What follows belongs to an exercise in optimizing a design on an open flow for small area; a production flow would make more cautious choices. Function was checked by simulation only, so behaviour that the tests miss may differ from the original. Power and IR drop assume default switching activity.

// drc_rx_engine
module drc_rx_engine #(
    parameter P_RXMAX = 32                     
) (
    input  wire        clk,
    input  wire        rst,                    
    input  wire        rx_valid,               
    input  wire [7:0]  rx_data,
    output reg         frm_done,               
    output reg  [1:0]  frm_status,             
    output wire [7:0]  cap_flags,
    output wire [7:0]  cap_tid,
    output wire [7:0]  cap_sid,
    output wire [7:0]  cap_did,
    output wire [7:0]  cap_cid,
    output wire [7:0]  cap_seq,
    output wire [7:0]  cap_err,
    output reg  [4:0]  cap_plen,
    input  wire [4:0]  pl_addr,
    output wire [7:0]  pl_data,
    output reg  [31:0] cnt_ok,
    output reg  [31:0] cnt_cksum,
    output reg  [31:0] cnt_short,
    output reg  [31:0] cnt_ovf,
    output reg  [31:0] cnt_skip
);
Settings: LEC_CHECK=0, CAP_MARGIN=20, CORE_MARGIN=2, CORE_UTILIZATION=65, PLACE_DENSITY=0.75, SLEW_MARGIN=20; clock period 50.0 ns.
standard.sh (not shown) runs the stock make flow with config.mk's settings and CLKGATE_MAP_FILE= SYNTH_SCRIPT=/design/flow/synth_recipe.tcl, a recipe that flattens the netlist after the stock synthesis.
==> flow/flow/run.sh <==
#!/bin/bash
# The standard ORFS layout, with three changes aimed at cell area:
#  - synthesis maps the logic with an area-oriented ABC script (flow/abc_area.script)
#    and leaves adders to ABC too (no ADDER_MAP_FILE); everything else in synthesis is
#    synth_recipe.tcl unchanged, so the registers are the same
#  - port buffers are sky130_fd_sc_hd__buf_1 instead of the default delay buffer
#  - CTS uses clkbuf_8 with sink clusters of up to 20 and no dummy loads
set -euo pipefail
here=$(pwd)
cat > "$here/area_synth.tcl" <<EOT
proc abc {args} {
  set i [lsearch \$args -script]
  lset args [expr {\$i + 1}] $here/flow/abc_area.script
  yosys abc {*}\$args
}
source $here/synth_recipe.tcl
EOT
bash standard.sh \
  "SYNTH_SCRIPT=$here/area_synth.tcl" \
  "ADDER_MAP_FILE=" \
  "BUFFER_PORTS_ARGS=-buffer_cell sky130_fd_sc_hd__buf_1" \
  "CTS_ARGS=-sink_clustering_enable -repair_clock_nets -dont_use_dummy_load -buf_list sky130_fd_sc_hd__clkbuf_8 -sink_clustering_size 20 -sink_clustering_max_diameter 45" \
  finish > flow_make.log 2>&1
==> flow/flow/abc_area.script <==
&get -n
&st
&dc2
&dch -f
&nf -R 1000
&st
&dch -f
&nf -R 1000
&put
topo
Then changed:
--- a/flow/flow/run.sh
+++ b/flow/flow/run.sh
@@ -5,5 +5,5 @@
 #    synth_recipe.tcl unchanged, so the registers are the same
 #  - port buffers are sky130_fd_sc_hd__buf_1 instead of the default delay buffer
-#  - CTS uses clkbuf_8 with sink clusters of up to 20 and no dummy loads
+#  - CTS uses clkbuf_16 with sink clusters of up to 30 and no dummy loads
 set -euo pipefail
 here=$(pwd)
Effect: The new run produced a clean layout; fmax does not change; critical path depth does not change; synthesized cell count is unchanged; utilization stays the same; register-to-register slack barely changes; area after synthesis is unchanged; worst hold slack is unchanged; clock power hardly moves.
Then changed:
--- a/flow/flow/run.sh
+++ b/flow/flow/run.sh
@@ -20,4 +20,4 @@
   "ADDER_MAP_FILE=" \
   "BUFFER_PORTS_ARGS=-buffer_cell sky130_fd_sc_hd__buf_1" \
-  "CTS_ARGS=-sink_clustering_enable -repair_clock_nets -dont_use_dummy_load -buf_list sky130_fd_sc_hd__clkbuf_8 -sink_clustering_size 20 -sink_clustering_max_diameter 45" \
+  "CTS_ARGS=-sink_clustering_enable -repair_clock_nets -dont_use_dummy_load -buf_list sky130_fd_sc_hd__clkbuf_16 -sink_clustering_size 40 -sink_clustering_max_diameter 60" \
   finish > flow_make.log 2>&1
Outcome: Worst setup slack degrades by 0.0075 ns; cell area rose by 0.66%; first-iteration DRC count rose by 11%; power grows by 3.8%; via count is about the same; combinational power barely changes; synthesized cell count is unchanged.

---

drc_rx_engine, a different RTL version from the one above (not shown whole).
Size in the first run: roughly 1600 cells after synthesis, about 680 flip-flops, ~250 I/O pins, ~0.025 mm² of cells after synthesis.
Settings: LEC_CHECK=0, CAP_MARGIN=20, CORE_MARGIN=2, CORE_UTILIZATION=40, SLEW_MARGIN=20; clock period 50.0 ns.
==> flow/flow/run.sh <==
#!/bin/bash
# The standard ORFS layout, with three changes aimed at cell area:
#  - synthesis maps the logic with an area-oriented ABC script (flow/abc_area.script);
#    everything else in synthesis is synth_recipe.tcl unchanged, so the registers are the same
#  - port buffers are sky130_fd_sc_hd__buf_1 instead of the default delay buffer
#  - CTS uses clkbuf_8 with small sink clusters and no dummy loads
set -euo pipefail
here=$(pwd)
cat > "$here/area_synth.tcl" <<EOT
proc abc {args} {
  set i [lsearch \$args -script]
  lset args [expr {\$i + 1}] $here/flow/abc_area.script
  yosys abc {*}\$args
}
source $here/synth_recipe.tcl
EOT
bash standard.sh \
  "SYNTH_SCRIPT=$here/area_synth.tcl" \
  "BUFFER_PORTS_ARGS=-buffer_cell sky130_fd_sc_hd__buf_1" \
  "CTS_ARGS=-sink_clustering_enable -repair_clock_nets -dont_use_dummy_load -buf_list sky130_fd_sc_hd__clkbuf_16 -sink_clustering_size 36 -sink_clustering_max_diameter 80" \
  finish > flow_make.log 2>&1
Scripts as last shown in full above: flow/flow/abc_area.script
The starting point ran to the end with no violations.
Change:
==> flow/flow/run.sh (replaced) <==
#!/bin/bash
# The standard ORFS layout, with three changes aimed at cell area:
#  - synthesis maps the logic with an area-oriented ABC script (flow/abc_area.script)
#    and leaves adders to ABC too (no ADDER_MAP_FILE); everything else in synthesis is
#    synth_recipe.tcl unchanged, so the registers are the same
#  - port buffers are sky130_fd_sc_hd__buf_1 instead of the default delay buffer
#  - CTS uses clkbuf_16 with sink clusters of up to 30 and no dummy loads
set -euo pipefail
here=$(pwd)
cat > "$here/area_synth.tcl" <<EOT
proc abc {args} {
  set i [lsearch \$args -script]
  lset args [expr {\$i + 1}] $here/flow/abc_area.script
  yosys abc {*}\$args
}
source $here/synth_recipe.tcl
EOT
bash standard.sh \
  "SYNTH_SCRIPT=$here/area_synth.tcl" \
  "ADDER_MAP_FILE=" \
  "BUFFER_PORTS_ARGS=-buffer_cell sky130_fd_sc_hd__buf_1" \
  "CTS_ARGS=-sink_clustering_enable -repair_clock_nets -dont_use_dummy_load -buf_list sky130_fd_sc_hd__clkbuf_16 -sink_clustering_size 30 -sink_clustering_max_diameter 80" \
  finish > flow_make.log 2>&1
- CORE_UTILIZATION: 40 -> 65
- PLACE_DENSITY: unset -> 0.75
The new run finished clean. Cell count shrinks by roughly a tenth. Design area shrinks by a few percent. Worst hold slack is better by 0.062 ns. Total power shrinks slightly. Via count grows by a little under a tenth. Synthesized area shrinks by a few percent. Synthesized cell count grows by a few percent. Routed wire length shrinks by roughly a tenth. Clock power shrinks slightly.
Change:
==> flow/run.sh (new file) <==
#!/bin/bash
# synth_recipe.tcl (not shown) runs the flow's synth.tcl, then flattens the netlist and writes it again
# the make line also repeats each setting of config.mk as NAME=value (left out here)
make -C /OpenROAD-flow-scripts/flow DESIGN_CONFIG=/design/flow/config.mk WORK_HOME=/design/flow/orfs CLKGATE_MAP_FILE= SYNTH_SCRIPT=/design/flow/synth_recipe.tcl finish
- CORE_UTILIZATION: 65 -> 40
- CTS_BUF_LIST: unset -> sky130_fd_sc_hd__clkbuf_8
- CTS_CLUSTER_DIAMETER: unset -> 60
- CTS_CLUSTER_SIZE: unset -> 20
- PLACE_DENSITY: 0.75 -> unset
removed: flow/flow/run.sh
removed: flow/flow/abc_area.script
removed: flow/standard.sh
After rerunning: Worst setup slack loses 1.2 ns; first-iteration DRC count drops by 33%; global-route usage decreases by 11 points; die area grows by 76%; fmax came out lower by 5.2%; via count shrinks by 1.7%; register-to-register slack degrades by 1.4 ns; count of clock-buffer cells in the layout climbs by 20; combinational power is higher by 91%.
Change:
==> flow/flow/run.sh (new file) <==
#!/bin/bash
# The standard ORFS layout, with three changes aimed at cell area:
#  - synthesis maps the logic with an area-oriented ABC script (flow/abc_area.script);
#    everything else in synthesis is synth_recipe.tcl unchanged, so the registers are the same
#  - port buffers are sky130_fd_sc_hd__buf_1 instead of the default delay buffer
#  - CTS uses clkbuf_8 with small sink clusters and no dummy loads
set -euo pipefail
here=$(pwd)
cat > "$here/area_synth.tcl" <<EOT
proc abc {args} {
  set i [lsearch \$args -script]
  lset args [expr {\$i + 1}] $here/flow/abc_area.script
  yosys abc {*}\$args
}
source $here/synth_recipe.tcl
EOT
bash standard.sh \
  "SYNTH_SCRIPT=$here/area_synth.tcl" \
  "BUFFER_PORTS_ARGS=-buffer_cell sky130_fd_sc_hd__buf_1" \
  "CTS_ARGS=-sink_clustering_enable -repair_clock_nets -dont_use_dummy_load -buf_list sky130_fd_sc_hd__clkbuf_8 -sink_clustering_size 16 -sink_clustering_max_diameter 50" \
  finish > flow_make.log 2>&1
==> flow/flow/abc_area.script (new file) <==
&get -n
&st
&dc2
&dch -f
&nf -R 1000
&st
&dch -f
&nf -R 1000
&put
topo
==> flow/standard.sh (new file) <==
#!/bin/bash
# synth_recipe.tcl (not shown) runs the flow's synth.tcl, then flattens the netlist and writes it again
# the make line also repeats each setting of config.mk as NAME=value (left out here)
make -C /OpenROAD-flow-scripts/flow DESIGN_CONFIG=/design/flow/config.mk WORK_HOME=/design/flow/orfs CLKGATE_MAP_FILE= SYNTH_SCRIPT=/design/flow/synth_recipe.tcl "${@:-finish}"
- CTS_BUF_LIST: sky130_fd_sc_hd__clkbuf_8 -> unset
- CTS_CLUSTER_DIAMETER: 60 -> unset
- CTS_CLUSTER_SIZE: 20 -> unset
removed: flow/run.sh
Result: Cell count falls by 4.7%. Setup slack is better by 1.0 ns. Area after synthesis goes down by 4.6%. Hold slack is worse by 0.056 ns. Final area decreases by 8.5%. Routed wire length increases by 0.45%. Sequential share of layout area rises by 5.6 points. Utilization falls by 2.1 points. Total power shrinks by 4.4%. First-iteration DRC count rose by 37%. Synthesized cell count came out lower by 8.8%.

## re-timing with driven ports
How much do the figures lean on ideal ports? The routed layouts below were timed once more, with nothing changed but the port constraints.
Step 1: set_driving_cell puts a clkbuf_16 on clk and a buf_2 on each other input, an assumption about the parent block.
Step 2 moves the port delays by t, midway between the first and last clock arrival at a register: inputs arrive t later, outputs are due t later. That takes back most of the time a late clock gives input paths.
Three values: no drivers, after step 1, after step 2; two values: the first two.
run	t, ns	setup WS [ns]	worst register clock-pin slew, ns
the first run of note 1	0.675	27.602 / 27.563 / 27.563	0.11 / 0.11
the second run of note 1	0.675	27.602 / 27.563 / 27.563	0.11 / 0.11
the third run of note 1	0.596	27.595 / 27.554 / 27.554	0.12 / 0.12
the first run of note 2	0.642	27.242 / 27.140 / 27.140	0.12 / 0.12
the second run of note 2	0.635	27.471 / 27.428 / 27.428	0.11 / 0.11
the third run of note 2	0.732	26.226 / 26.200 / 26.200	0.12 / 0.12
the fourth run of note 2	0.694	27.252 / 27.159 / 27.159	0.10 / 0.10
After both steps setup and hold are still met in every run listed. For the first run of note 2, which loses most, drivers alone change the setup slack by -0.102 ns; drivers and shift together by -0.102 ns.
